From an optimization exercise on the open Yosys and OpenROAD flow, aimed at a short achievable clock period and few clock cycles; shortcuts taken in it are not production practice. Function was checked by simulation only, so behaviour that the tests miss may differ from the original. The flow treats the clock pin as an ideal source, which a real chip does not have. Power figures rest on the tool's default switching activity, not on a simulated workload.

==> design/flow/config.mk <==
export PLATFORM = sky130hd
export DESIGN_NAME = mips_pipe
export DESIGN_NICKNAME = mips_pipe
export VERILOG_FILES = /design/flow/design.v
export SDC_FILE = /design/flow/constraint.sdc
export NUM_CORES = 4
export LEC_CHECK = 0
export CAP_MARGIN = 20
export CORE_MARGIN = 2
export CORE_UTILIZATION = 40
export PLACE_DENSITY = 0.6
export SLEW_MARGIN = 20
==> design/flow/constraint.sdc <==
create_clock -name core_clock -period 10.0 [get_ports {clk}]
set_input_delay 2.0000 -clock core_clock [delete_from_list [all_inputs] [get_ports {clk}]]
set_output_delay 2.0000 -clock core_clock [all_outputs]
set_load 0.01 [all_outputs]
==> design/flow/design.v <==
module mips_pipe #(
    parameter [31:0] FETCH_END = 32'd4096,
    parameter [31:0] DMEM_SIZE = 32'd4096
) (
    input  wire        clk,
    input  wire        rst,
    output wire [31:0] imem_addr,
    input  wire [31:0] imem_rdata,
    output reg         dmem_re,
    output reg         dmem_we,
    output reg  [31:0] dmem_addr,
    output reg  [31:0] dmem_wdata,
    input  wire [31:0] dmem_rdata,
    output reg         halted,
    output reg  [2:0]  halt_cause,
    output reg  [31:0] halt_pc
);
    localparam [2:0] CAUSE_UNSUPPORTED = 3'd1, CAUSE_MEM_ACCESS = 3'd2,
                     CAUSE_FETCH_MISALIGNED = 3'd4;
    reg [31:0] pc;
    reg [32*32-1:0] rf;       
    reg [31:0] ras0, ras1, ras2, ras3;
    reg [1:0]  ras_sp;
    reg        ifid_v;
    reg [31:0] ifid_ir;
    reg [31:0] ifid_pc;
    reg [31:0] ifid_npc;
    reg [31:0] ifid_pred;     
    reg        idex_v;
    reg [31:0] idex_pc;
    reg [31:0] idex_npc;
    reg [31:0] idex_brtgt;
    reg [31:0] idex_pred;
    reg [31:0] idex_a;
    reg [31:0] idex_b;        
    reg [31:0] idex_sd;       
    reg [4:0]  idex_dest;
    reg [4:0]  idex_shamt;
    reg        idex_fa1, idex_fa2, idex_fb1, idex_fb2, idex_fs1, idex_fs2;
    reg        idex_r_add, idex_r_sub, idex_r_and, idex_r_or, idex_r_nor, idex_r_slt,
               idex_r_sll, idex_r_srl, idex_r_sra, idex_r_link;
    reg        idex_ld, idex_st, idex_beq, idex_bne, idex_jr, idex_ill;
    reg        idex_ptaken;   
    reg        fault_q;
    reg [2:0]  fq_cause;
    reg        fq_jr;
    reg [31:0] fq_pc;
    reg [31:0] fq_a;
    reg        exmem_v;       
    reg        exmem_ld;
    reg [31:0] exmem_result;
    reg [4:0]  exmem_dest;
    reg        memwb_v;
    reg        memwb_ld;
    reg [31:0] memwb_alu;
    reg [31:0] memwb_ldv;
    reg [4:0]  memwb_dest;
    wire [31:0] ex_a  = idex_fa1 ? exmem_result : idex_fa2 ? memwb_ldv : idex_a;
    wire [31:0] ex_b  = idex_fb1 ? exmem_result : idex_fb2 ? memwb_ldv : idex_b;
    wire [31:0] ex_sd = idex_fs1 ? exmem_result : idex_fs2 ? memwb_ldv : idex_sd;
    wire [31:0] ex_sum, ex_diff;
    wire        ex_sum_co, ex_diff_co;
    mips_pipe_add32 u_add (.a(ex_a), .b(ex_b),  .cin(1'b0), .s(ex_sum),  .cout(ex_sum_co));
    mips_pipe_add32 u_sub (.a(ex_a), .b(~ex_b), .cin(1'b1), .s(ex_diff), .cout(ex_diff_co));
    wire        ex_lt   = (ex_a[31] != ex_b[31]) ? ex_a[31] : ex_diff[31];
    wire        ex_eq   = (ex_a == ex_b);
    wire [31:0] ex_sll  = ex_b << idex_shamt;
    wire [31:0] ex_srl  = ex_b >> idex_shamt;
    wire [31:0] ex_sra  = $signed(ex_b) >>> idex_shamt;
    wire [31:0] ex_result =
        ({32{idex_r_add}}  & ex_sum) |
        ({32{idex_r_sub}}  & ex_diff) |
        ({32{idex_r_and}}  & (ex_a & ex_b)) |
        ({32{idex_r_or}}   & (ex_a | ex_b)) |
        ({32{idex_r_nor}}  & ~(ex_a | ex_b)) |
        ({32{idex_r_slt}}  & {31'd0, ex_lt}) |
        ({32{idex_r_sll}}  & ex_sll) |
        ({32{idex_r_srl}}  & ex_srl) |
        ({32{idex_r_sra}}  & ex_sra) |
        ({32{idex_r_link}} & idex_npc);
    wire        ag_s    = idex_b[31];
    wire [31:0] ag_lo;
    wire        ag_co;
    mips_pipe_add32 u_agu (.a({16'd0, ex_a[15:0]}), .b({16'd0, idex_b[15:0]}), .cin(1'b0),
                           .s(ag_lo), .cout(ag_co));
    wire        ag_c16  = ag_lo[16];
    wire        ah_zero = (ex_a[31:16] == 16'h0000);
    wire        ah_ones = (ex_a[31:16] == 16'hffff);
    wire        ah_one  = (ex_a[31:16] == 16'h0001);
    wire        ag_hi_ok = ag_s ? (ag_c16 ? ah_zero : ah_one) : (ag_c16 ? ah_ones : ah_zero);
    wire ex_afault = (ag_lo[1:0] != 2'b00) || (ag_lo[15:12] != 4'd0) || !ag_hi_ok;
    wire ex_br    = idex_beq || idex_bne;
    wire ex_taken = (idex_beq && ex_eq) || (idex_bne && !ex_eq);
    wire redirect = idex_v && ((ex_br && (ex_taken != idex_ptaken)) ||
                               (idex_jr && (ex_a != idex_pred)));
    wire [31:0] ex_target = idex_jr ? ex_a : ex_taken ? idex_brtgt : idex_npc;
    wire ex_fault_ill = idex_ill;
    wire ex_fault_mem = (idex_ld || idex_st) && ex_afault;
    wire fault = idex_v && (ex_fault_ill || ex_fault_mem ||
                            (idex_jr && (ex_a[1:0] != 2'b00)));
    wire [5:0]  id_opcode = ifid_ir[31:26];
    wire [4:0]  id_rs     = ifid_ir[25:21];
    wire [4:0]  id_rt     = ifid_ir[20:16];
    wire [4:0]  id_rd     = ifid_ir[15:11];
    wire [5:0]  id_funct  = ifid_ir[5:0];
    wire        id_rtype  = (id_opcode == 6'h00);
    wire d_sll  = id_rtype && id_funct == 6'h00;
    wire d_srl  = id_rtype && id_funct == 6'h02;
    wire d_sra  = id_rtype && id_funct == 6'h03;
    wire d_jr   = id_rtype && id_funct == 6'h08;
    wire d_add  = id_rtype && id_funct == 6'h20;
    wire d_sub  = id_rtype && id_funct == 6'h22;
    wire d_and  = id_rtype && id_funct == 6'h24;
    wire d_or   = id_rtype && id_funct == 6'h25;
    wire d_nor  = id_rtype && id_funct == 6'h27;
    wire d_slt  = id_rtype && id_funct == 6'h2A;
    wire d_j    = id_opcode == 6'h02;
    wire d_jal  = id_opcode == 6'h03;
    wire d_beq  = id_opcode == 6'h04;
    wire d_bne  = id_opcode == 6'h05;
    wire d_addi = id_opcode == 6'h08;
    wire d_slti = id_opcode == 6'h0A;
    wire d_andi = id_opcode == 6'h0C;
    wire d_ori  = id_opcode == 6'h0D;
    wire d_lw   = id_opcode == 6'h23;
    wire d_sw   = id_opcode == 6'h2B;
    wire d_alu3  = d_add | d_sub | d_and | d_or | d_nor | d_slt;
    wire d_shift = d_sll | d_srl | d_sra;
    wire d_immop = d_addi | d_slti | d_andi | d_ori | d_lw | d_sw;
    wire d_valid = d_alu3 | d_shift | d_jr | d_j | d_jal | d_beq | d_bne | d_immop;
    wire uses_rs = d_alu3 | d_jr | d_beq | d_bne | d_immop;
    wire uses_rt = d_alu3 | d_shift | d_beq | d_bne | d_sw;
    wire [4:0] id_dest = (d_alu3 | d_shift) ? id_rd :
                         (d_addi | d_slti | d_andi | d_ori | d_lw) ? id_rt :
                         d_jal ? 5'd31 : 5'd0;
    wire [31:0] id_sext  = {{16{ifid_ir[15]}}, ifid_ir[15:0]};
    wire [31:0] id_imm   = (d_andi | d_ori) ? {16'd0, ifid_ir[15:0]} : id_sext;
    wire [31:0] id_brtgt;
    wire        id_brtgt_co;
    mips_pipe_add32 u_idbt (.a(ifid_npc), .b({id_sext[29:0], 2'b00}), .cin(1'b0),
                            .s(id_brtgt), .cout(id_brtgt_co));
    wire id_bt = (id_rs == id_rt) ? d_beq : (d_bne || ifid_ir[15]);
    wire idex_w = idex_v && idex_dest != 5'd0;
    wire [31:0] memwb_val = memwb_ld ? memwb_ldv : memwb_alu;
    wire [32*32-1:0] rf_rd = {rf[32*32-1:32], 32'd0};
    wire [31:0] rf_a = rf_rd[32*id_rs +: 32];
    wire [31:0] rf_b = rf_rd[32*id_rt +: 32];
    wire a_d1 = idex_w  && idex_dest  == id_rs;
    wire a_d2 = exmem_v && exmem_dest == id_rs;
    wire a_d3 = memwb_v && memwb_dest == id_rs;
    wire b_d1 = idex_w  && idex_dest  == id_rt;
    wire b_d2 = exmem_v && exmem_dest == id_rt;
    wire b_d3 = memwb_v && memwb_dest == id_rt;
    wire [31:0] id_a   = (a_d2 && !exmem_ld) ? exmem_result : a_d3 ? memwb_val : rf_a;
    wire [31:0] id_rtv = (b_d2 && !exmem_ld) ? exmem_result : b_d3 ? memwb_val : rf_b;
    wire hazard = ifid_v && idex_v && idex_ld && idex_dest != 5'd0 &&
                  ((uses_rs && idex_dest == id_rs) || (uses_rt && idex_dest == id_rt));
    wire issue = ifid_v && !redirect && !hazard;
    assign imem_addr = pc;
    wire [31:0] pc_plus4 = pc + 32'd4;
    wire pc_in_range = (pc[31:12] == 20'd0);
    wire [31:0] w = imem_rdata;
    wire f_j   = (w[31:27] == 5'b00001);                        
    wire f_jr  = (w[31:26] == 6'h00) && (w[5:0] == 6'h08);
    wire f_eqf = (w[25:21] == w[20:16]);
    wire f_bt  = f_eqf ? !w[26] : (w[26] || w[15]);
    wire f_bb  = (w[31:27] == 5'b00010) && f_bt;
    wire [31:0] f_jtgt = {pc_plus4[31:28], w[25:0], 2'b00};
    wire [31:0] fb_lo;
    wire        fb_co;
    mips_pipe_add32 u_fbt (.a({16'd0, pc_plus4[17:2]}), .b({16'd0, w[15:0]}), .cin(1'b0),
                           .s(fb_lo), .cout(fb_co));
    wire [13:0] fb_hi0 = pc_plus4[31:18];
    wire [13:0] fb_hip = pc_plus4[31:18] + 14'd1;
    wire [13:0] fb_him = pc_plus4[31:18] - 14'd1;
    wire        fb_c   = fb_lo[16];
    wire [13:0] fb_hi  = (fb_c == w[15]) ? fb_hi0 : fb_c ? fb_hip : fb_him;
    wire [31:0] f_btgt = {fb_hi, fb_lo[15:0], 2'b00};
    wire [31:0] ras_top = (ras_sp == 2'd0) ? ras0 : (ras_sp == 2'd1) ? ras1 :
                          (ras_sp == 2'd2) ? ras2 : ras3;
    wire [31:0] f_pred = f_j ? f_jtgt : f_jr ? ras_top : f_bb ? f_btgt : pc_plus4;
    integer i;
    always @(posedge clk) begin
        if (rst) begin
            rf <= {32*32{1'b0}};
        end else begin
            for (i = 1; i < 32; i = i + 1)
                if (memwb_v && memwb_dest == i)
                    rf[32*i +: 32] <= memwb_val;
        end
    end
    always @(posedge clk) begin
        if (rst) begin
            fault_q    <= 1'b0;
            halted     <= 1'b0;
            halt_cause <= 3'd0;
            halt_pc    <= 32'd0;
        end else begin
            if (!fault_q)
                fault_q <= fault;
            if (fault_q && !halted) begin
                halted     <= 1'b1;
                halt_cause <= fq_cause;
                halt_pc    <= fq_jr ? fq_a : fq_pc;
            end
        end
    end
    always @(posedge clk) begin
        if (!fault_q) begin
            fq_cause <= ex_fault_ill ? CAUSE_UNSUPPORTED :
                        ex_fault_mem ? CAUSE_MEM_ACCESS : CAUSE_FETCH_MISALIGNED;
            fq_jr    <= !ex_fault_ill && !ex_fault_mem;
            fq_pc    <= idex_pc;
            fq_a     <= ex_a;
        end
    end
    always @(posedge clk) begin
        if (rst) begin
            pc      <= 32'd0;
            ifid_v  <= 1'b0;
            idex_v  <= 1'b0;
            exmem_v <= 1'b0;
            memwb_v <= 1'b0;
            dmem_re <= 1'b0;
            dmem_we <= 1'b0;
            ras_sp  <= 2'd0;
        end else begin
            memwb_v <= exmem_v;
            exmem_v <= idex_v && idex_dest != 5'd0;
            dmem_re <= idex_v && idex_ld && !ex_afault && !fault_q;
            dmem_we <= idex_v && idex_st && !ex_afault && !fault_q;
            idex_v  <= issue;
            if (idex_v && idex_r_link)
                ras_sp <= ras_sp + 2'd1;
            else if (idex_v && idex_jr)
                ras_sp <= ras_sp - 2'd1;
            if (redirect) begin
                pc <= ex_target;
            end else if (!hazard && pc_in_range) begin
                pc <= f_pred;
            end
            ifid_v <= !redirect && (hazard || pc_in_range);
        end
    end
    always @(posedge clk) begin
        memwb_ld   <= exmem_ld;
        memwb_alu  <= exmem_result;
        memwb_ldv  <= dmem_rdata;
        memwb_dest <= exmem_dest;
        exmem_ld     <= idex_ld;
        exmem_result <= ex_result;
        exmem_dest   <= idex_dest;
        dmem_addr    <= ex_sum;
        dmem_wdata   <= ex_sd;
        idex_pc     <= ifid_pc;
        idex_npc    <= ifid_npc;
        idex_brtgt  <= id_brtgt;
        idex_pred   <= ifid_pred;
        idex_a      <= id_a;
        idex_b      <= d_immop ? id_imm : id_rtv;
        idex_sd     <= id_rtv;
        idex_dest   <= id_dest;
        idex_shamt  <= ifid_ir[10:6];
        idex_fa1    <= uses_rs && a_d1;
        idex_fa2    <= uses_rs && !a_d1 && a_d2 && exmem_ld;
        idex_fb1    <= !d_immop && uses_rt && b_d1;
        idex_fb2    <= !d_immop && uses_rt && !b_d1 && b_d2 && exmem_ld;
        idex_fs1    <= b_d1;
        idex_fs2    <= !b_d1 && b_d2 && exmem_ld;
        idex_r_add  <= d_add | d_addi;
        idex_r_sub  <= d_sub;
        idex_r_and  <= d_and | d_andi;
        idex_r_or   <= d_or | d_ori;
        idex_r_nor  <= d_nor;
        idex_r_slt  <= d_slt | d_slti;
        idex_r_sll  <= d_sll;
        idex_r_srl  <= d_srl;
        idex_r_sra  <= d_sra;
        idex_r_link <= d_jal;
        idex_ld     <= d_lw;
        idex_st     <= d_sw;
        idex_beq    <= d_beq;
        idex_bne    <= d_bne;
        idex_jr     <= d_jr;
        idex_ill    <= !d_valid;
        idex_ptaken <= id_bt;
        if (idex_v && idex_r_link) begin
            if (ras_sp == 2'd3) ras0 <= idex_npc;
            if (ras_sp == 2'd0) ras1 <= idex_npc;
            if (ras_sp == 2'd1) ras2 <= idex_npc;
            if (ras_sp == 2'd2) ras3 <= idex_npc;
        end
        if (!hazard) begin
            ifid_ir   <= imem_rdata;
            ifid_pc   <= pc;
            ifid_npc  <= pc_plus4;
            ifid_pred <= f_pred;
        end
    end
endmodule
module mips_pipe_add32 (
    input  wire [31:0] a,
    input  wire [31:0] b,
    input  wire        cin,
    output wire [31:0] s,
    output wire        cout
);
    wire [31:0] p0 = a ^ b;
    wire [31:0] g0 = (a & b) | {31'd0, p0[0] & cin};
    wire [31:0] gk [0:5];
    wire [31:0] pk [0:5];
    assign gk[0] = g0;
    assign pk[0] = p0;
    genvar k, i;
    generate
        for (k = 0; k < 5; k = k + 1) begin : lvl
            for (i = 0; i < 32; i = i + 1) begin : b
                if (i >= (1 << k)) begin : comb
                    assign gk[k+1][i] = gk[k][i] | (pk[k][i] & gk[k][i - (1 << k)]);
                    assign pk[k+1][i] = pk[k][i] & pk[k][i - (1 << k)];
                end else begin : thru
                    assign gk[k+1][i] = gk[k][i];
                    assign pk[k+1][i] = pk[k][i];
                end
            end
        end
    endgenerate
    assign s    = p0 ^ {gk[5][30:0], cin};
    assign cout = gk[5][31];
endmodule
==> design/flow/flow/run.sh <==
#!/bin/bash
set -euo pipefail
bash standard.sh ADDER_MAP_FILE= SETUP_SLACK_MARGIN=6.5 finish > standard.log 2>&1
==> design/flow/standard.sh <==
#!/bin/bash
# synth_recipe.tcl (not shown) runs the flow's synth.tcl, then flattens the netlist and writes it again
# the make line also repeats each setting of config.mk as NAME=value (left out here)
make -C /OpenROAD-flow-scripts/flow DESIGN_CONFIG=/design/flow/config.mk WORK_HOME=/design/flow/orfs CLKGATE_MAP_FILE= SYNTH_SCRIPT=/design/flow/synth_recipe.tcl "${@:-finish}"
==> results of run 1 <==
layer usage:
layer / routed length, um / track usage, %
met5: 143 / 0
met4: 26200 / 18.7
met3: 34700 / 6.26
met2: 155000 / 45.3
met1: 139000 / 40.1
worst paths after layout:
path	from	end	slack [ns]	depth (start not counted)
setup / recovery	imem_rdata[9]	pc[21]	5.69	16
hold / removal	ifid_pc[7]	idex_pc[7]	0.34	0
setup reg to reg	idex_fa2	pc[26]	5.88	17
hold reg to reg	ifid_pc[7]	idex_pc[7]	0.34	0
stage by stage:
stage	instances	cell area, um2	power, mW
after floorplan	8384	89300	10.1
after global placement	10900	93600	11.2
after detailed placement	10900	93700	11.3
after CTS	11500	105000	19.1
after global routing	11600	108000	19.8
final	11600	108000	19.3
cells by family (layout without fill, tap and decap cells):
family          after synthesis  after routing  synth area share, %
mux                        1100           1101                 21.7
compound gates             2026           2026                 16.2
other cells                   0             13                    0
flops                      1816           1816                 44.4
fa+ha+maj                    45             45                0.513
simple gates               2187           2197                 10.3
buf+inv                     938           1203                 4.15
xor+xnor                    272            272                 2.72
synthesized netlist by cell type (40+ instances only):
cell type                  number
sky130_fd_sc_hd__inv_1         76
sky130_fd_sc_hd__nand3_1       82
sky130_fd_sc_hd__nor2_1      1391
sky130_fd_sc_hd__o21a_1        52
sky130_fd_sc_hd__mux2i_1      255
sky130_fd_sc_hd__edfxtp_1     322
sky130_fd_sc_hd__nand2_1      419
sky130_fd_sc_hd__mux4_2       638
sky130_fd_sc_hd__o21ai_0      242
sky130_fd_sc_hd__xnor2_1      179
sky130_fd_sc_hd__a31oi_1       42
sky130_fd_sc_hd__a21oi_1      204
sky130_fd_sc_hd__a211oi_1    1104
sky130_fd_sc_hd__xor2_1        89
sky130_fd_sc_hd__nor3_1        62
sky130_fd_sc_hd__clkbuf_1     690
sky130_fd_sc_hd__dfxtp_1     1494
sky130_fd_sc_hd__a22o_1        68
sky130_fd_sc_hd__buf_2         41
sky130_fd_sc_hd__maj3_1        40
sky130_fd_sc_hd__mux2_2       189
sky130_fd_sc_hd__buf_1         96
worst register-to-register path, delay by kind of cell (launching register included):
family | cells | cell delay (ns)
simple gates | 3 | 0.83
compound gates | 4 | 0.94
flops | 1 | 0.37
xor+xnor | 1 | 0.20
mux | 2 | 0.62
buf+inv | 7 | 0.98
cell usage in the layout, fill, tap and decap left out, types with 26 or more instances in the layout:
cell type                            n
sky130_fd_sc_hd__a211oi_1         1070
sky130_fd_sc_hd__a211oi_2           31
sky130_fd_sc_hd__a21oi_1           171
sky130_fd_sc_hd__a21oi_2            28
sky130_fd_sc_hd__a22o_1             67
sky130_fd_sc_hd__a31oi_1            37
sky130_fd_sc_hd__buf_12             32
sky130_fd_sc_hd__buf_16             35
sky130_fd_sc_hd__buf_2              30
sky130_fd_sc_hd__buf_4             363
sky130_fd_sc_hd__buf_6              99
sky130_fd_sc_hd__clkbuf_1           33
sky130_fd_sc_hd__clkbuf_16         205
sky130_fd_sc_hd__clkbuf_8           43
sky130_fd_sc_hd__clkdlybuf4s15_1    39
sky130_fd_sc_hd__clkdlybuf4s50_1    37
sky130_fd_sc_hd__clkinv_2           40
sky130_fd_sc_hd__dfxtp_1          1431
sky130_fd_sc_hd__dfxtp_2            28
sky130_fd_sc_hd__dfxtp_4            35
sky130_fd_sc_hd__dlygate4sd2_1      51
sky130_fd_sc_hd__edfxtp_1          322
sky130_fd_sc_hd__inv_1              67
sky130_fd_sc_hd__mux2_2            186
sky130_fd_sc_hd__mux2i_1           207
sky130_fd_sc_hd__mux2i_4            40
sky130_fd_sc_hd__mux4_2            638
sky130_fd_sc_hd__nand2_1           402
sky130_fd_sc_hd__nand3_1            74
sky130_fd_sc_hd__nor2_1           1344
sky130_fd_sc_hd__nor2_4             38
sky130_fd_sc_hd__nor3_1             46
sky130_fd_sc_hd__o21a_1             26
sky130_fd_sc_hd__o21ai_0           199
sky130_fd_sc_hd__o21ai_1            47
sky130_fd_sc_hd__xnor2_1           139
sky130_fd_sc_hd__xor2_1             74
power groups by stage:
stage	clock, mW	combinational, mW	sequential, mW
2_1_floorplan	0	1.68	8.40
3_3_place_gp	0	2.44	8.80
3_5_place_dp	0	2.44	8.81
4_1_cts	7.64	2.79	8.63
5_1_grt	7.96	3.19	8.65
6_report	7.57	3.04	8.65
final cells by class:
| type | instances | area, um2 | area share (%) |
|---|---|---|---|
| Tap cell | 2975 | 3720 | 3.45 |
| Sequential cell | 1816 | 39700 | 36.9 |
| Clock buffer | 270 | 5580 | 5.18 |
| Multi-Input combinational cell | 5641 | 49200 | 45.6 |
| Timing Repair Buffer | 756 | 8000 | 7.42 |
| Inverter | 88 | 377 | 0.349 |
| Antenna cell | 13 | 32.5 | 0.0302 |
| Clock inverter | 89 | 1140 | 1.06 |
what timing repair did:
| item | 4_1_cts | 5_1_grt |
|---|---|---|
| setup buffers | 235 | 112 |
| pin swaps | 132 | 151 |
| endpoints found under the setup margin | 516 | 621 |
| gates cloned | 29 | 15 |
| resized for setup | 914 | 261 |
==> parameters.txt, run 1 <==
Parameter                              Value

Logic synthesis
  Number of nets in the synthesized netlist    8450
  Warning count from the yosys run    2
  Post-synth EDFFs    322
  Post-synthesis async set-or-reset flop share    0%
  Flip-flop cell with the highest count after synthesis    sky130_fd_sc_hd__dfxtp_1
  Sequential fraction of the synthesis area    44.4%
  Synth area leaders    sky130_fd_sc_hd__dfxtp_1 (34%), sky130_fd_sc_hd__mux4_2 (16%), sky130_fd_sc_hd__edfxtp_1 (11%), sky130_fd_sc_hd__a211oi_1 (9.3%), sky130_fd_sc_hd__nor2_1 (5.9%)
  Dominant cell type by area after synthesis    sky130_fd_sc_hd__dfxtp_1
  #FFs+latches synth    1816
  Count of different cell masters after synthesis    116
  Per-instance average area after synthesis    10.6 um2
  Synth Instances    8384
  Share of the synthesized area in the top cell type    33.6%
  Area of the mapped netlist    0.0891 mm2

Finish
  Net count of the finished layout    8562
  Register with the most flip-flops    rf
  Share of the core filled with cells    48.6%
  Fraction of layout instances using a drive strength above 1    27.1%
  Area growth from synthesis to final layout    21.0%
  Largest register FFs    992
  Fill cell total of the finished layout    19700

Power
  Leakage power summed over all cells    37.0 nW
  IR Drop Worst-Case VDD    0.353 mV
  Internal power summed over all cells    13.6 mW
  Proportion of power drawn by combinational gates    15.8%
  P_sw    5.65 mW
  Switching portion of total power    29.3%
  Part of the total power dissipated in the clock network    39.3%
  Power share of the sequential group    44.9%
  Pwr Density    179 mW/mm2

Clocking
  Sinks on Clock Net    1816
  Clk slew on worst S/H paths    0.07 ns
  Root Driver    sky130_fd_sc_hd__clkbuf_16
  Clock tree from TritonCTS    yes
  Clock latency on the worst-skew pair    0.86 ns
  H-tree levels    4
  Number of clock buffers inserted by TritonCTS    193
  Hold-fix buffer count after cts    0
  Clk buf depth    3

Timing
  Setup TNS    0 ns
  Unrepaired setup endpoints after global routing    true
  Max Clock Skew    0.0452 ns
  Final slew viol count    0
  Worst-case setup margin in the final layout    5.69 ns
  Peak clock frequency supported by timing    232 MHz
  Number of hold-slack violations in the final timing report    0
  # setup viols final    0
  Min cycle time layout    4.31 ns
  Share of the cycle needed by the critical path after routing    43.1%
  Headroom to the max-slew limit    19.6%
  Worst-Margin Slew    1.21 ns
  WHS    0.336 ns

Route
  Count of nets left with antenna violations after detail routing    0
  Per-cell routed wire length    30.5 um
  Total number of vias    73100
  Total Routed Length    355000 um
  Per-cell via count in the routed design    6.27
  Initial DRT Pass Iterations    7
  DRC violation count after routing    0
  Initial drt markers    9444

Flow run
  Total of max-cap violations    0

Worst setup path
  Crit-path max FO    3
  Number of buffer and inverter instances along the worst setup path    3
  Crit-path leading delay family    simple AND/OR/NAND/NOR gates
  Critical-path cell list    buf_12, xnor2_4, or3_1, a21oi_2, o211ai_1, o32ai_2, buf_4, nor4_4, nor3_4, nor2_4, buf_6, nor4b_2, a31oi_1, mux2i_1, or4_1, a221oi_2
  Critical Path Max Stage Delay    0.54 ns
  Worst path arrival time    5.08 ns
  Max stage delay cell, worst path    sky130_fd_sc_hd__or4_1
  Data required time at the worst endpoint    10.77 ns
  Launching element type of the critical path    input port
  Critical path class    input port to flop
  CP Capture Type    flop

Die
  Standard-cell rows    173
  Initial standard-cell utilization of the core    40.1%
  Die Area    0.226 mm2
  IO Count    200
  Die height    476 um
  Core Footprint    0.222 mm2
  Horiz. Die Dim    476 um

GRT
  GRT overflow    0
  GRT Util Overall    30.3%
  First-pass GRT wire length    499000 um
  Number of global-route vias before repair    68400
  Antenna violations before repair    27
  Pin count of the biggest net entering global routing    222

Placed design
  Routability cong.    0.999
  Final HPWL DP    216000 um
  Number of input and output port buffers inserted    199
  Pre-CTS setup slack    3.88 ns

Run status
  Result of the run    finished clean

Worst hold path
  Tightest Hold Check Type    flop to flop
Testbench counts, summed over its fixed seeds: cycles 67,136.
==> run 2: changes to the inputs <==
==> design/flow/run.sh (new file) <==
#!/bin/bash
# synth_recipe.tcl (not shown) runs the flow's synth.tcl, then flattens the netlist and writes it again
# the make line also repeats each setting of config.mk as NAME=value (left out here)
make -C /OpenROAD-flow-scripts/flow DESIGN_CONFIG=/design/flow/config.mk WORK_HOME=/design/flow/orfs CLKGATE_MAP_FILE= SYNTH_SCRIPT=/design/flow/synth_recipe.tcl finish
--- a/design/flow/config.mk
+++ b/design/flow/config.mk
@@ -9,4 +9,5 @@
 export CORE_MARGIN = 2
 export CORE_UTILIZATION = 40
 export PLACE_DENSITY = 0.6
+export SETUP_SLACK_MARGIN = 5
 export SLEW_MARGIN = 20
removed: design/flow/flow/run.sh
removed: design/flow/standard.sh
==> run 2 against run 1 <==
First-iteration DRC count shrank 8.4%; routed wire length shrank 2.7%; die area grew 1.2%; sequential cell count is the same; utilization shrank 2.3 points; clock power shrank 2%; sequential power is essentially flat; largest power group unchanged; sequential share of layout area grew 1.3 points; clock-buffer cell count shrank 3; synthesized area grew 1.2%; still clean on timing, DRC and antenna.
==> parameters.txt, run 2 <==
Parameter                              Value

Clocking
  Sinks on Clock Net    1816 (unchanged)
  H-tree levels    4 (unchanged)
  Clk buf depth    3 (unchanged)
  Clk slew on worst S/H paths    0.06 ns (was 0.07 ns)
  Number of clock buffers inserted by TritonCTS    190 (was 193)
  Clock tree from TritonCTS    yes (unchanged)
  Root Driver    sky130_fd_sc_hd__clkbuf_16 (unchanged)
  Clock latency on the worst-skew pair    0.88 ns (was 0.86 ns)

Worst setup path
  Critical Path Max Stage Delay    0.39 ns (was 0.54 ns)
  Data required time at the worst endpoint    10.76 ns (was 10.77 ns)
  Worst path arrival time    6.33 ns (was 5.08 ns)
  Max stage delay cell, worst path    sky130_fd_sc_hd__fa_2 (was sky130_fd_sc_hd__or4_1)
  CP Capture Type    flop (unchanged)
  Critical-path cell list    buf_8, ha_4, inv_4, fa_2, nor2b_4, o31a_1, o211ai_1, o21a_2, nor2_4, clkinv_4, ha_4, buf_6, and4b_1, nand3_2, and3b_2, nor4_4, buf_4, or3_1, o211ai_1, xnor2_1, o2111ai_1, a221oi_2 (was buf_12, xnor2_4, or3_1, a21oi_2, o211ai_1, o32ai_2, buf_4, nor4_4, nor3_4, nor2_4, buf_6, nor4b_2, a31oi_1, mux2i_1, or4_1, a221oi_2)
  Crit-path max FO    5 (was 3)
  Number of buffer and inverter instances along the worst setup path    5 (was 3)
  Launching element type of the critical path    input port (unchanged)
  Crit-path leading delay family    compound AO/OA/AOI/OAI gates (was simple AND/OR/NAND/NOR gates)
  Critical path class    input port to flop (unchanged)

GRT
  Antenna violations before repair    30 (was 27)
  First-pass GRT wire length    493000 um (was 499000 um)
  Pin count of the biggest net entering global routing    231 (was 222)
  GRT overflow    0 (unchanged)
  Number of global-route vias before repair    68100 (was 68400)
  GRT Util Overall    29.2% (was 30.3%)

Power
  Switching portion of total power    29.8% (was 29.3%)
  Proportion of power drawn by combinational gates    17.9% (was 15.8%)
  IR Drop Worst-Case VDD    0.415 mV (was 0.353 mV)
  Part of the total power dissipated in the clock network    37.9% (was 39.3%)
  Power share of the sequential group    44.2% (was 44.9%)
  Pwr Density    188 mW/mm2 (was 179 mW/mm2)
  Leakage power summed over all cells    35.9 nW (was 37.0 nW)
  Internal power summed over all cells    13.7 mW (was 13.6 mW)
  Total power of the final layout    19.5 mW (was 19.3 mW)
  P_sw    5.81 mW (was 5.65 mW)

Logic synthesis
  Warning count from the yosys run    2 (unchanged)
  Per-instance average area after synthesis    10.6 um2 (about the same)
  Dominant cell type by area after synthesis    sky130_fd_sc_hd__dfxtp_1 (unchanged)
  Sequential fraction of the synthesis area    43.9% (was 44.4%)
  Post-synth EDFFs    322 (unchanged)
  Synth Instances    8494 (was 8384)
  Synth area leaders    sky130_fd_sc_hd__dfxtp_1 (33%), sky130_fd_sc_hd__mux4_2 (15%), sky130_fd_sc_hd__edfxtp_1 (11%), sky130_fd_sc_hd__a211oi_1 (9.0%), sky130_fd_sc_hd__nor2_1 (5.8%) (was sky130_fd_sc_hd__dfxtp_1 (34%), sky130_fd_sc_hd__mux4_2 (16%), sky130_fd_sc_hd__edfxtp_1 (11%), sky130_fd_sc_hd__a211oi_1 (9.3%), sky130_fd_sc_hd__nor2_1 (5.9%))
  Most common library cells after synthesis    sky130_fd_sc_hd__dfxtp_1 (1494), sky130_fd_sc_hd__nor2_1 (1397), sky130_fd_sc_hd__a211oi_1 (1085) (was sky130_fd_sc_hd__dfxtp_1 (1494), sky130_fd_sc_hd__nor2_1 (1391), sky130_fd_sc_hd__a211oi_1 (1104))
  Dominant cell by count in the synthesized netlist    sky130_fd_sc_hd__dfxtp_1 (unchanged)
  Area of the mapped netlist    0.0902 mm2 (was 0.0891 mm2)
  Post-synthesis async set-or-reset flop share    0% (unchanged)
  #FFs+latches synth    1816 (unchanged)
  Number of nets in the synthesized netlist    8736 (was 8450)
  Count of different cell masters after synthesis    94 (was 116)
  Share of the synthesized area in the top cell type    33.2% (was 33.6%)
  Flip-flop cell with the highest count after synthesis    sky130_fd_sc_hd__dfxtp_1 (unchanged)

Finish
  Top library cells by usage in the layout, fill and taps aside    sky130_fd_sc_hd__dfxtp_1 (1473), sky130_fd_sc_hd__nor2_1 (1361), sky130_fd_sc_hd__a211oi_1 (1085) (was sky130_fd_sc_hd__dfxtp_1 (1431), sky130_fd_sc_hd__nor2_1 (1344), sky130_fd_sc_hd__a211oi_1 (1070))
  Fraction of layout instances using a drive strength above 1    19.7% (was 27.1%)
  Footprint of the flip-flops and latches    0.0396 mm2 (was 0.0397 mm2)
  Fill cell total of the finished layout    20500 (was 19700)
  Area growth from synthesis to final layout    15.3% (was 21.0%)
  Largest register FFs    992 (unchanged)
  Area taken by multi-input logic gates    0.0487 mm2 (was 0.0492 mm2)
  Most common library cell in the layout ignoring fill and taps    sky130_fd_sc_hd__dfxtp_1 (unchanged)
  Share of the core filled with cells    46.3% (was 48.6%)
  Net count of the finished layout    8595 (was 8562)
  Register with the most flip-flops    rf (unchanged)

Timing
  Max Clock Skew    0.0627 ns (was 0.0452 ns)
  Min cycle time layout    5.57 ns (was 4.31 ns)
  # setup viols final    0 (unchanged)
  Headroom to the max-slew limit    19.7% (was 19.6%)
  Setup TNS    0 ns (unchanged)
  Number of hold-slack violations in the final timing report    0 (unchanged)
  Unrepaired setup endpoints after global routing    true (unchanged)
  WHS    0.326 ns (was 0.336 ns)
  Final slew viol count    0 (unchanged)
  Peak clock frequency supported by timing    179 MHz (was 232 MHz)
  Worst-Margin Slew    1.20 ns (was 1.21 ns)
  Share of the cycle needed by the critical path after routing    55.7% (was 43.1%)

Route
  Count of nets left with antenna violations after detail routing    0 (unchanged)
  Routed length on met3    33100 um (was 34700 um)
  Per-cell routed wire length    30.0 um (was 30.5 um)
  Total number of vias    71700 (was 73100)
  Per-cell via count in the routed design    6.22 (was 6.27)
  Routed metal-1 wire length    140000 um (was 139000 um)
  Initial DRT Pass Iterations    8 (was 7)
  Initial drt markers    8655 (was 9444)
  Highest signal layer in the routed design    met5 (unchanged)
  Met2 wire len    152000 um (was 155000 um)
  Total Routed Length    346000 um (was 355000 um)
  DRC violation count after routing    0 (unchanged)

Run status
  Result of the run    finished clean (unchanged)

Die
  Initial standard-cell utilization of the core    40.2% (was 40.1%)
  Die height    479 um (was 476 um)
  Standard-cell rows    174 (was 173)
  Horiz. Die Dim    479 um (was 476 um)
  Die Area    0.229 mm2 (was 0.226 mm2)
  IO Count    200 (unchanged)
  Core Footprint    0.224 mm2 (was 0.222 mm2)

Worst hold path
  Tightest Hold Check Type    flop to flop (unchanged)

Placed design
  Routability cong.    0.987 (was 0.999)
  Final HPWL DP    223000 um (was 216000 um)
  Number of input and output port buffers inserted    199 (unchanged)

Flow run
  Total of max-cap violations    0 (unchanged)
## run 2: cell count changes after synthesis, sizes merged, moves of 23 or more
cell | before | now
a21o | 22 | 62
a21oi | 207 | 293
buf | 158 | 112
ha | 0 | 169
inv | 84 | 140
maj3 | 45 | 1
mux2i | 266 | 316
nand2 | 421 | 341
xnor2 | 182 | 120
xor2 | 89 | 66
## run 2: layer usage
layer,vias up,global-route usage [%]
met3,745,6.09
met2,3739,43.9
li1,31600,-
met5,-,0
met1,35600,39.4
met4,8,16.1
## run 2: area by class of cell
cell class | count | area share, %
antenna | 15 | 0.0361
clock buffer | 267 | 5.30
clock inverter | 82 | 0.956
inverter | 142 | 0.535
multi-input combinational | 5727 | 46.9
sequential | 1816 | 38.1
tap | 2992 | 3.60
timing repair buffer | 476 | 4.59
## run 2: cells by family after synthesis
| family | synth area share, % |
|---|---|
| AOI/OAI and AO/OA | 16.5 |
| and+or+nand+nor | 9.77 |
| DFF | 43.9 |
| muxes | 21.5 |
| buffers and inverters | 4.05 |
| xor gates and xnor gates | 1.81 |
| adders and majority gates | 2.51 |
## run 2: path summary, 6_finish.rpt
check	cells after the start	to	startpoint	slack, ns
setup reg to reg	23	pc[27]	pc[2]	4.60
hold / removal	0	idex_pred[4]	ifid_pred[4]	0.33
hold reg to reg	0	idex_pred[4]	ifid_pred[4]	0.33
setup / recovery	22	pc[27]	imem_rdata[0]	4.43
## run 2: what timing repair did
action | 4_1_cts | 5_1_grt
setup endpoints to repair | 85 | 62
pin swaps | 45 | 35
cloned | 2 | 1
hold buffers | 0 | 0
resized for setup | 177 | 85
setup buffers | 69 | 29
## run 2: per-stage QoR
step	worst slack (ns)	area (um2)	std cells
2_1_floorplan	4.15	90300	8494
3_3_place_gp	2.70	94900	11000
3_5_place_dp	2.65	95100	11000
4_1_cts	4.57	103000	11500
5_1_grt	4.31	104000	11500
6_report	4.43	104000	11500
## run 2: power groups by stage
stage          registers [mW]  logic [mW]  clock network, mW
4_1_cts                  8.61        3.26               7.48
3_5_place_dp             8.76        3.05                  0
3_3_place_gp             8.75        3.05                  0
6_report                 8.63        3.48               7.40
2_1_floorplan            8.43        2.03                  0
5_1_grt                  8.64        3.69               7.77
==> run 3: changes to the inputs <==
--- a/design/flow/design.v
+++ b/design/flow/design.v
@@ -26,6 +26,7 @@
     reg [31:0] ifid_pc;
     reg [31:0] ifid_npc;
     reg [31:0] ifid_pred;     
+    reg        ifid_ptk;      
     reg        idex_v;
     reg [31:0] idex_pc;
     reg [31:0] idex_npc;
@@ -36,13 +37,13 @@
     reg [31:0] idex_sd;       
     reg [4:0]  idex_dest;
     reg [4:0]  idex_shamt;
-    reg        idex_fa1, idex_fa2, idex_fb1, idex_fb2, idex_fs1, idex_fs2;
+    reg        idex_fa1, idex_fb1, idex_fs1;
     reg        idex_r_add, idex_r_sub, idex_r_and, idex_r_or, idex_r_nor, idex_r_slt,
                idex_r_sll, idex_r_srl, idex_r_sra, idex_r_link;
     reg        idex_ld, idex_st, idex_beq, idex_bne, idex_jr, idex_ill;
     reg        idex_ptaken;   
     reg        fault_q;
-    reg [2:0]  fq_cause;
+    reg        fq_ill;
     reg        fq_jr;
     reg [31:0] fq_pc;
     reg [31:0] fq_a;
@@ -55,9 +56,9 @@
     reg [31:0] memwb_alu;
     reg [31:0] memwb_ldv;
     reg [4:0]  memwb_dest;
-    wire [31:0] ex_a  = idex_fa1 ? exmem_result : idex_fa2 ? memwb_ldv : idex_a;
-    wire [31:0] ex_b  = idex_fb1 ? exmem_result : idex_fb2 ? memwb_ldv : idex_b;
-    wire [31:0] ex_sd = idex_fs1 ? exmem_result : idex_fs2 ? memwb_ldv : idex_sd;
+    wire [31:0] ex_a  = idex_fa1 ? exmem_result : idex_a;
+    wire [31:0] ex_b  = idex_fb1 ? exmem_result : idex_b;
+    wire [31:0] ex_sd = idex_fs1 ? exmem_result : idex_sd;
     wire [31:0] ex_sum, ex_diff;
     wire        ex_sum_co, ex_diff_co;
     mips_pipe_add32 u_add (.a(ex_a), .b(ex_b),  .cin(1'b0), .s(ex_sum),  .cout(ex_sum_co));
@@ -139,7 +140,6 @@
     wire        id_brtgt_co;
     mips_pipe_add32 u_idbt (.a(ifid_npc), .b({id_sext[29:0], 2'b00}), .cin(1'b0),
                             .s(id_brtgt), .cout(id_brtgt_co));
-    wire id_bt = (id_rs == id_rt) ? d_beq : (d_bne || ifid_ir[15]);
     wire idex_w = idex_v && idex_dest != 5'd0;
     wire [31:0] memwb_val = memwb_ld ? memwb_ldv : memwb_alu;
     wire [32*32-1:0] rf_rd = {rf[32*32-1:32], 32'd0};
@@ -151,8 +151,9 @@
     wire b_d1 = idex_w  && idex_dest  == id_rt;
     wire b_d2 = exmem_v && exmem_dest == id_rt;
     wire b_d3 = memwb_v && memwb_dest == id_rt;
-    wire [31:0] id_a   = (a_d2 && !exmem_ld) ? exmem_result : a_d3 ? memwb_val : rf_a;
-    wire [31:0] id_rtv = (b_d2 && !exmem_ld) ? exmem_result : b_d3 ? memwb_val : rf_b;
+    wire [31:0] mem_val = exmem_ld ? dmem_rdata : exmem_result;
+    wire [31:0] id_a   = a_d2 ? mem_val : a_d3 ? memwb_val : rf_a;
+    wire [31:0] id_rtv = b_d2 ? mem_val : b_d3 ? memwb_val : rf_b;
     wire hazard = ifid_v && idex_v && idex_ld && idex_dest != 5'd0 &&
                   ((uses_rs && idex_dest == id_rs) || (uses_rt && idex_dest == id_rt));
     wire issue = ifid_v && !redirect && !hazard;
@@ -164,21 +165,21 @@
     wire f_jr  = (w[31:26] == 6'h00) && (w[5:0] == 6'h08);
     wire f_eqf = (w[25:21] == w[20:16]);
     wire f_bt  = f_eqf ? !w[26] : (w[26] || w[15]);
-    wire f_bb  = (w[31:27] == 5'b00010) && f_bt;
+    wire f_bb  = (w[31:27] == 5'b00010) && f_bt && f_short;
     wire [31:0] f_jtgt = {pc_plus4[31:28], w[25:0], 2'b00};
-    wire [31:0] fb_lo;
-    wire        fb_co;
-    mips_pipe_add32 u_fbt (.a({16'd0, pc_plus4[17:2]}), .b({16'd0, w[15:0]}), .cin(1'b0),
-                           .s(fb_lo), .cout(fb_co));
-    wire [13:0] fb_hi0 = pc_plus4[31:18];
-    wire [13:0] fb_hip = pc_plus4[31:18] + 14'd1;
-    wire [13:0] fb_him = pc_plus4[31:18] - 14'd1;
-    wire        fb_c   = fb_lo[16];
-    wire [13:0] fb_hi  = (fb_c == w[15]) ? fb_hi0 : fb_c ? fb_hip : fb_him;
-    wire [31:0] f_btgt = {fb_hi, fb_lo[15:0], 2'b00};
+    wire        f_short = (w[15:7] == 9'h000) || (w[15:7] == 9'h1ff);
+    wire [8:0]  fb_lo  = {1'b0, pc_plus4[9:2]} + {1'b0, w[7:0]};
+    wire [21:0] fb_hi0 = pc_plus4[31:10];
+    wire [21:0] fb_hip = pc_plus4[31:10] + 22'd1;
+    wire [21:0] fb_him = pc_plus4[31:10] - 22'd1;
+    wire        fb_c   = fb_lo[8];
+    wire [21:0] fb_hi  = (fb_c == w[7]) ? fb_hi0 : fb_c ? fb_hip : fb_him;
+    wire [31:0] f_btgt = {fb_hi, fb_lo[7:0], 2'b00};
     wire [31:0] ras_top = (ras_sp == 2'd0) ? ras0 : (ras_sp == 2'd1) ? ras1 :
                           (ras_sp == 2'd2) ? ras2 : ras3;
-    wire [31:0] f_pred = f_j ? f_jtgt : f_jr ? ras_top : f_bb ? f_btgt : pc_plus4;
+    wire        f_take = f_j | f_jr | f_bb;
+    wire [31:0] f_tgt  = f_j ? f_jtgt : f_jr ? ras_top : f_btgt;
+    wire [31:0] f_pred = f_take ? f_tgt : pc_plus4;
     integer i;
     always @(posedge clk) begin
         if (rst) begin
@@ -200,16 +201,16 @@
                 fault_q <= fault;
             if (fault_q && !halted) begin
                 halted     <= 1'b1;
-                halt_cause <= fq_cause;
+                halt_cause <= fq_ill ? CAUSE_UNSUPPORTED :
+                              fq_jr  ? CAUSE_FETCH_MISALIGNED : CAUSE_MEM_ACCESS;
                 halt_pc    <= fq_jr ? fq_a : fq_pc;
             end
         end
     end
     always @(posedge clk) begin
         if (!fault_q) begin
-            fq_cause <= ex_fault_ill ? CAUSE_UNSUPPORTED :
-                        ex_fault_mem ? CAUSE_MEM_ACCESS : CAUSE_FETCH_MISALIGNED;
-            fq_jr    <= !ex_fault_ill && !ex_fault_mem;
+            fq_ill   <= idex_ill;
+            fq_jr    <= idex_jr;
             fq_pc    <= idex_pc;
             fq_a     <= ex_a;
         end
@@ -262,11 +263,8 @@
         idex_dest   <= id_dest;
         idex_shamt  <= ifid_ir[10:6];
         idex_fa1    <= uses_rs && a_d1;
-        idex_fa2    <= uses_rs && !a_d1 && a_d2 && exmem_ld;
         idex_fb1    <= !d_immop && uses_rt && b_d1;
-        idex_fb2    <= !d_immop && uses_rt && !b_d1 && b_d2 && exmem_ld;
         idex_fs1    <= b_d1;
-        idex_fs2    <= !b_d1 && b_d2 && exmem_ld;
         idex_r_add  <= d_add | d_addi;
         idex_r_sub  <= d_sub;
         idex_r_and  <= d_and | d_andi;
@@ -283,7 +281,7 @@
         idex_bne    <= d_bne;
         idex_jr     <= d_jr;
         idex_ill    <= !d_valid;
-        idex_ptaken <= id_bt;
+        idex_ptaken <= ifid_ptk;
         if (idex_v && idex_r_link) begin
             if (ras_sp == 2'd3) ras0 <= idex_npc;
             if (ras_sp == 2'd0) ras1 <= idex_npc;
@@ -295,6 +293,7 @@
             ifid_pc   <= pc;
             ifid_npc  <= pc_plus4;
             ifid_pred <= f_pred;
+            ifid_ptk  <= f_bb;
         end
     end
 endmodule
==> design/flow/flow/run.sh (new file) <==
#!/bin/bash
# The standard layout (standard.sh) with these changes:
#  - synthesis maps adders to plain gates for ABC instead of full/half-adder cells
#    (ADDER_MAP_FILE empty); everything else, registers included, as standard;
#  - after CTS, fix.tcl sizes the port buffers and repeats the setup repair in steps, then upsizes cells on the worst paths (greedy.tcl).
set -euo pipefail
ARGS="ADDER_MAP_FILE= SETUP_SLACK_MARGIN=6.5"
bash standard.sh $ARGS cts > standard_cts.log 2>&1
RESULTS=$PWD/orfs/results/sky130hd/mips_pipe/base FIX_MARGINS="5.0 5.5 5.8 6.0 6.2 6.4 6.6" \
    openroad -no_init -exit flow/fix.tcl > fix.log 2>&1
bash standard.sh $ARGS finish > standard_finish.log 2>&1
==> design/flow/flow/fix.tcl (new file) <==
# Extra timing repair between ORFS's CTS and global routing. Reads ORFS's CTS
# result, sizes the port buffers, runs setup repair aimed at a tighter period
# in steps, legalizes, and writes the CTS result back for the rest of the flow.
set R $::env(RESULTS)
read_liberty $::env(FLOW_HOME)/platforms/sky130hd/lib/sky130_fd_sc_hd__tt_025C_1v80.lib
read_db $R/4_cts.odb
read_sdc $R/4_cts.sdc
source $::env(FLOW_HOME)/platforms/sky130hd/setRC.tcl
set_dont_use {sky130_fd_sc_hd__probe_p_8 sky130_fd_sc_hd__probec_p_8 sky130_fd_sc_hd__lpflow_*}
set_propagated_clock [all_clocks]
estimate_parasitics -placement
report_worst_slack

# port buffers: strong buffers, so that the ports' paths add little delay
foreach inst [get_cells output*] {
    set m [get_property [get_lib_cells -of_objects $inst] name]
    if {[string match "sky130_fd_sc_hd__*buf*" $m] || [string match "sky130_fd_sc_hd__dly*" $m]} {
        replace_cell $inst sky130_fd_sc_hd__buf_8
    }
}
foreach inst [get_cells input*] {
    set m [get_property [get_lib_cells -of_objects $inst] name]
    if {[string match "sky130_fd_sc_hd__*buf*" $m] || [string match "sky130_fd_sc_hd__dly*" $m]} {
        replace_cell $inst sky130_fd_sc_hd__buf_8
    }
}
estimate_parasitics -placement
report_worst_slack

foreach m $::env(FIX_MARGINS) {
    repair_timing -setup -setup_margin $m -repair_tns 100
    report_worst_slack
}
source [file dirname [info script]]/greedy.tcl
greedy_upsize 200 600
repair_timing -hold -hold_margin 0.05
detailed_placement
check_placement
estimate_parasitics -placement
report_worst_slack
report_checks -path_delay max -group_path_count 5 -format end
write_db $R/4_cts.odb
==> design/flow/flow/greedy.tcl (new file) <==
# Greedy upsizing: for the cells on the worst path, try each larger drive
# strength of the same cell and keep the one that most improves the worst slack.
proc wslack {} { return [sta::worst_slack -max] }
proc bigger_cells {master} {
    # sky130_fd_sc_hd__name_N -> list of larger-N variants in the library
    if {![regexp {^(sky130_fd_sc_hd__[a-z0-9]+)_([0-9]+)$} $master -> base n]} { return {} }
    set res {}
    foreach lc [get_lib_cells ${base}_*] {
        set nm [get_property $lc name]
        if {[regexp "^${base}_(\[0-9\]+)\$" $nm -> m] && $m > $n} { lappend res [list $m $nm] }
    }
    set res [lsort -integer -index 0 $res]
    set out {}
    foreach r $res { lappend out [lindex $r 1] }
    return $out
}
proc greedy_upsize {iters {budget 900}} {
    set t0 [clock seconds]
    set base [wslack]
    puts "greedy start wns $base"
    set tried [dict create]
    for {set it 0} {$it < $iters} {incr it} {
        set insts {}
        foreach path [find_timing_paths -path_delay max -group_path_count 1] {
            foreach pt [get_property $path points] {
                set pin [get_property $pt pin]
                if {[get_property $pin direction] ne "output"} { continue }
                set inst [get_cells -of_objects $pin]
                if {$inst eq ""} { continue }
                lappend insts [get_property $inst name]
            }
        }
        set improved 0
        foreach iname $insts {
                if {[dict exists $tried $iname]} { continue }
                set inst [get_cells $iname]
                set master [get_property [get_lib_cells -of_objects $inst] name]
                if {[string match "*dfxtp*" $master] || [string match "*clkbuf*" $master]} { dict set tried $iname 1; continue }
                set best $base; set bestc ""
                foreach c [bigger_cells $master] {
                    replace_cell $inst $c
                    estimate_parasitics -placement
                    set s [wslack]
                    if {$s > $best + 0.001} { set best $s; set bestc $c }
                }
                if {$bestc ne ""} {
                    replace_cell $inst $bestc
                    set base $best
                    set improved 1
                } else {
                    replace_cell $inst $master
                    dict set tried $iname 1
                }
                estimate_parasitics -placement
        }
        if {!$improved} { break }
        if {[clock seconds] - $t0 > $budget} { break }
    }
    puts "greedy end wns [wslack] after $it iterations"
}
==> design/flow/standard.sh (new file) <==
#!/bin/bash
# synth_recipe.tcl (not shown) runs the flow's synth.tcl, then flattens the netlist and writes it again
# the make line also repeats each setting of config.mk as NAME=value (left out here)
make -C /OpenROAD-flow-scripts/flow DESIGN_CONFIG=/design/flow/config.mk WORK_HOME=/design/flow/orfs CLKGATE_MAP_FILE= SYNTH_SCRIPT=/design/flow/synth_recipe.tcl "${@:-finish}"
--- a/design/flow/config.mk
+++ b/design/flow/config.mk
@@ -9,5 +9,4 @@
 export CORE_MARGIN = 2
 export CORE_UTILIZATION = 40
 export PLACE_DENSITY = 0.6
-export SETUP_SLACK_MARGIN = 5
 export SLEW_MARGIN = 20
removed: design/flow/run.sh
==> run 3 against run 2 <==
Still clean on timing, DRC and antenna; hold slack lost 0.0048 ns; design area increased by 7.1%; maximum frequency rose by 32%; via count is 6.4% higher; total power is 7.9% lower; setup slack improved by 1.3 ns; first-iteration DRC count rose by 22%; critical path depth is 4 lower; critical path type is now flop to flop; largest cell class unchanged.
==> parameters.txt, run 3 <==
Parameter                              Value

Run status
  Result of the run    finished clean (unchanged)

Logic synthesis
  Most common library cells after synthesis    sky130_fd_sc_hd__dfxtp_1 (1491), sky130_fd_sc_hd__nor2_1 (1449), sky130_fd_sc_hd__a211oi_1 (1079) (was sky130_fd_sc_hd__dfxtp_1 (1494), sky130_fd_sc_hd__nor2_1 (1397), sky130_fd_sc_hd__a211oi_1 (1085))
  Area of the mapped netlist    0.0896 mm2 (was 0.0902 mm2)
  Warning count from the yosys run    2 (unchanged)
  Count of different cell masters after synthesis    108 (was 94)
  Per-instance average area after synthesis    10.6 um2 (about the same)
  Flip-flop cell with the highest count after synthesis    sky130_fd_sc_hd__dfxtp_1 (unchanged)
  Dominant cell type by area after synthesis    sky130_fd_sc_hd__dfxtp_1 (unchanged)
  Sequential fraction of the synthesis area    44.1% (was 43.9%)
  Post-synth EDFFs    321 (was 322)
  Share of the synthesized area in the top cell type    33.3% (was 33.2%)
  Synth Instances    8417 (was 8494)
  #FFs+latches synth    1812 (was 1816)
  Post-synthesis async set-or-reset flop share    0% (unchanged)
  Number of nets in the synthesized netlist    8483 (was 8736)
  Dominant cell by count in the synthesized netlist    sky130_fd_sc_hd__dfxtp_1 (unchanged)
  Synth area leaders    sky130_fd_sc_hd__dfxtp_1 (33%), sky130_fd_sc_hd__mux4_2 (16%), sky130_fd_sc_hd__edfxtp_1 (11%), sky130_fd_sc_hd__a211oi_1 (9.0%), sky130_fd_sc_hd__nor2_1 (6.1%) (was sky130_fd_sc_hd__dfxtp_1 (33%), sky130_fd_sc_hd__mux4_2 (15%), sky130_fd_sc_hd__edfxtp_1 (11%), sky130_fd_sc_hd__a211oi_1 (9.0%), sky130_fd_sc_hd__nor2_1 (5.8%))

Worst hold path
  Tightest Hold Check Type    flop to flop (unchanged)
  Start point of the worst min-delay path    ifid_pred[1] (was ifid_pred[4])
  Hold worst-path end    idex_pred[1] (was idex_pred[4])
  Depth of the worst hold-timing path    0 (unchanged)

Worst setup path
  Cell depth of the worst flop-to-flop path    18 (was 23)
  Critical Path Most Common Cell    sky130_fd_sc_hd__buf_12
  Launching element type of the critical path    flop (was input port)
  Critical-path cell list    buf_12, buf_12, buf_12, mux2i_4, xnor2_1, a22oi_4, nand2_1, nor4_4, buf_4, and3_4, mux2i_4, buf_12, buf_12, buf_16, mux2i_2, nor2_1, a211oi_2, nor3_2 (was buf_8, ha_4, inv_4, fa_2, nor2b_4, o31a_1, o211ai_1, o21a_2, nor2_4, clkinv_4, ha_4, buf_6, and4b_1, nand3_2, and3b_2, nor4_4, buf_4, or3_1, o211ai_1, xnor2_1, o2111ai_1, a221oi_2)
  Max stage delay cell, worst path    sky130_fd_sc_hd__a22oi_4 (was sky130_fd_sc_hd__fa_2)
  CP Capture Type    flop (unchanged)
  WP depth    18 (was 22)
  Number of buffer and inverter instances along the worst setup path    7 (was 5)
  Critical path class    flop to flop (was input port to flop)
  Critical register-to-register path endpoint    pc[29] (was pc[27])
  Origin of the critical flop-to-flop path    idex_fa1 (was pc[2])
  Slack of the worst reg-to-reg path    5.77 ns (was 4.60 ns)
  Critical Path Max Stage Delay    0.48 ns (was 0.39 ns)
  Worst path arrival time    4.97 ns (was 6.33 ns)
  Crit-path leading delay family    simple AND/OR/NAND/NOR gates (was compound AO/OA/AOI/OAI gates)
  Data required time at the worst endpoint    10.74 ns (was 10.76 ns)
  Crit-path max FO    8 (was 5)

Timing
  Max Clock Skew    0.0556 ns (was 0.0627 ns)
  WHS    0.321 ns (was 0.326 ns)
  Number of hold-slack violations in the final timing report    0 (unchanged)
  Worst-Margin Slew    1.19 ns (was 1.20 ns)
  Worst-case setup margin in the final layout    5.77 ns (was 4.43 ns)
  Setup TNS    0 ns (unchanged)
  Final slew viol count    0 (unchanged)
  Headroom to the max-slew limit    20.9% (was 19.7%)
  Min cycle time layout    4.23 ns (was 5.57 ns)
  Peak clock frequency supported by timing    236 MHz (was 179 MHz)
  Unrepaired setup endpoints after global routing    true (unchanged)
  Share of the cycle needed by the critical path after routing    42.3% (was 55.7%)
  # setup viols final    0 (unchanged)

Power
  Switching portion of total power    27.8% (was 29.8%)
  Power share of the sequential group    44.8% (was 44.2%)
  IR Drop Worst-Case VDD    0.147 mV (was 0.415 mV)
  Internal power summed over all cells    13.0 mW (was 13.7 mW)
  Total power of the final layout    18.0 mW (was 19.5 mW)
  Part of the total power dissipated in the clock network    41.4% (was 37.9%)
  P_sw    4.99 mW (was 5.81 mW)
  Proportion of power drawn by combinational gates    13.8% (was 17.9%)
  Leakage power summed over all cells    38.2 nW (was 35.9 nW)
  Pwr Density    161 mW/mm2 (was 188 mW/mm2)

Route
  Total Routed Length    388000 um (was 346000 um)
  Initial drt markers    10600 (was 8655)
  DRC violation count after routing    0 (unchanged)
  Per-cell routed wire length    32.9 um (was 30.0 um)
  Total number of vias    76200 (was 71700)
  Initial DRT Pass Iterations    7 (was 8)
  Count of nets left with antenna violations after detail routing    0 (unchanged)
  Per-cell via count in the routed design    6.47 (was 6.22)

Clocking
  Sinks on Clock Net    1812 (was 1816)
  Clock latency on the worst-skew pair    0.89 ns (was 0.88 ns)
  Clock tree from TritonCTS    yes (unchanged)
  Number of clock buffers inserted by TritonCTS    192 (was 190)
  Clk slew on worst S/H paths    0.07 ns (was 0.06 ns)
  Root Driver    sky130_fd_sc_hd__clkbuf_16 (unchanged)
  H-tree levels    4 (unchanged)
  Clk buf depth    3 (unchanged)

Placed design
  Pre-CTS setup slack    3.60 ns (was 2.65 ns)
  Number of input and output port buffers inserted    199 (unchanged)
  Final HPWL DP    245000 um (was 223000 um)
  Routability cong.    1.04 (was 0.987)

Die
  Die Area    0.228 mm2 (was 0.229 mm2)
  Horiz. Die Dim    477 um (was 479 um)
  IO Count    200 (unchanged)
  Standard-cell rows    173 (was 174)
  Die height    477 um (was 479 um)
  Core Footprint    0.222 mm2 (was 0.224 mm2)
  Initial standard-cell utilization of the core    40.3% (was 40.2%)

Finish
  Register with the most flip-flops    rf (unchanged)
  Net count of the finished layout    8705 (was 8595)
  Largest register FFs    992 (unchanged)
  Share of the core filled with cells    50.1% (was 46.3%)
  Most common library cell in the layout ignoring fill and taps    sky130_fd_sc_hd__dfxtp_1 (unchanged)
  Area growth from synthesis to final layout    24.3% (was 15.3%)
  Top library cells by usage in the layout, fill and taps aside    sky130_fd_sc_hd__dfxtp_1 (1417), sky130_fd_sc_hd__nor2_1 (1390), sky130_fd_sc_hd__a211oi_1 (1062) (was sky130_fd_sc_hd__dfxtp_1 (1473), sky130_fd_sc_hd__nor2_1 (1361), sky130_fd_sc_hd__a211oi_1 (1085))
  Fill cell total of the finished layout    19500 (was 20500)
  Fraction of layout instances using a drive strength above 1    30.2% (was 19.7%)

Flow run
  Total of max-cap violations    0 (unchanged)

GRT
  First-pass GRT wire length    543000 um (was 493000 um)
  GRT overflow    0 (unchanged)
  Pin count of the biggest net entering global routing    189 (was 231)
  GRT Util Overall    32.9% (was 29.2%)
  Number of global-route vias before repair    72300 (was 68100)
  Antenna violations before repair    22 (was 30)
run 3: kinds of logic (layout without fill, tap and decap cells):
group                      after synthesis  in the layout  synth area share, %
and+or+nand+nor                       2201           2201                 10.3
AOI/OAI and AO/OA                     2039           2043                 16.4
DFF                                   1812           1812                 44.1
muxes                                 1122           1124                 21.9
buffers and inverters                  911           1285                 3.99
xor gates and xnor gates               275            275                 2.73
adders and majority gates               57             57                0.641
other                                    0             16                    0
run 3: cell type report:
| type | instances | area (um2) | share of cell area, % |
|---|---|---|---|
| repair buffers | 842 | 10400 | 9.32 |
| flip-flops and latches | 1812 | 39700 | 35.6 |
| multi-input cells | 5700 | 50600 | 45.5 |
| inverters | 90 | 399 | 0.358 |
| well taps | 2975 | 3720 | 3.34 |
| clock inverters | 80 | 1060 | 0.954 |
| clock buffers | 272 | 5470 | 4.91 |
| repair inverters | 1 | 8.76 | 0.00787 |
| diodes | 16 | 40.0 | 0.0360 |
run 3: metal layers:
layer	global-route usage [%]	vias to the layer above	share of wire [%]
met2	46.4	4885	41
met1	45.2	38000	40
met5	0	-	0.054
met3	9.46	1026	12
met4	18.2	6	6.5
li1	-	32300	-
run 3: worst max-delay path by stage:
stage | from | to | slack [ns]
after floorplan | imem_rdata[0] | pc[29] | 5.34
after global placement | idex_fa1 | pc[31] | 3.57
after detailed placement | idex_fa1 | pc[31] | 3.60
after CTS | imem_rdata[0] | pc[29] | 5.90
after global routing | idex_fa1 | pc[29] | 5.74
final | idex_fa1 | pc[29] | 5.77
run 3: power by group through the flow:
stage | registers (mW) | logic [mW] | clock network [mW]
after global routing | 8.06 | 2.54 | 7.80
after global placement | 8.18 | 1.83 | 0
after floorplan | 8.01 | 1.15 | 0
after detailed placement | 8.19 | 1.83 | 0
after CTS | 8.01 | 2.20 | 7.49
final | 8.05 | 2.47 | 7.44
run 3: repair_timing:
item                       4_1_cts  5_1_grt
setup buffers                  303       41
setup endpoints to repair     1020      560
hold buffers                     0        0
gates cloned                    29        1
gates resized for setup       1133       97
pin swaps                      157       71
run 3: per-stage QoR:
step	instances	cell area (um2)
6_report	11800	111000
5_1_grt	11800	111000
4_1_cts	11600	108000
3_5_place_dp	11000	94700
3_3_place_gp	11000	94600
2_1_floorplan	8417	90100
Testbench counts of run 3, summed over its fixed seeds: cycles 67,136.

## afterwards: timing with drivers on the ports
Ports are ideal in the flow. The routed layouts listed here were re-timed in OpenROAD. Step 1, drivers: a clkbuf_16 drives clk and a buf_2 each remaining input, both assumed. Step 2 adds t to the input delays and takes it off the output delays; t is the mean of the earliest and latest rising clock arrival at the registers after step 1. Input paths then give back, and output paths get back, about the clock's delay inside the block. a / b / c = no drivers / after step 1 / after step 2; a / b = the first two.
| run | shift t [ns] | setup slack, ns | worst data-port slew with drivers (ns) |
|---|---|---|---|
| run 1 | 0.921 | 5.691 / 5.703 / 4.782 | 0.24 |
| run 2 | 0.932 | 4.428 / 4.431 / 3.499 | 0.09 |
| run 3 | 0.953 | 5.771 / 5.771 / 4.874 | 0.13 |
After both steps setup and hold are still met in every run listed. The setup slack of run 2, which loses most, moves by +0.003 ns with the drivers and by -0.929 ns with both steps.
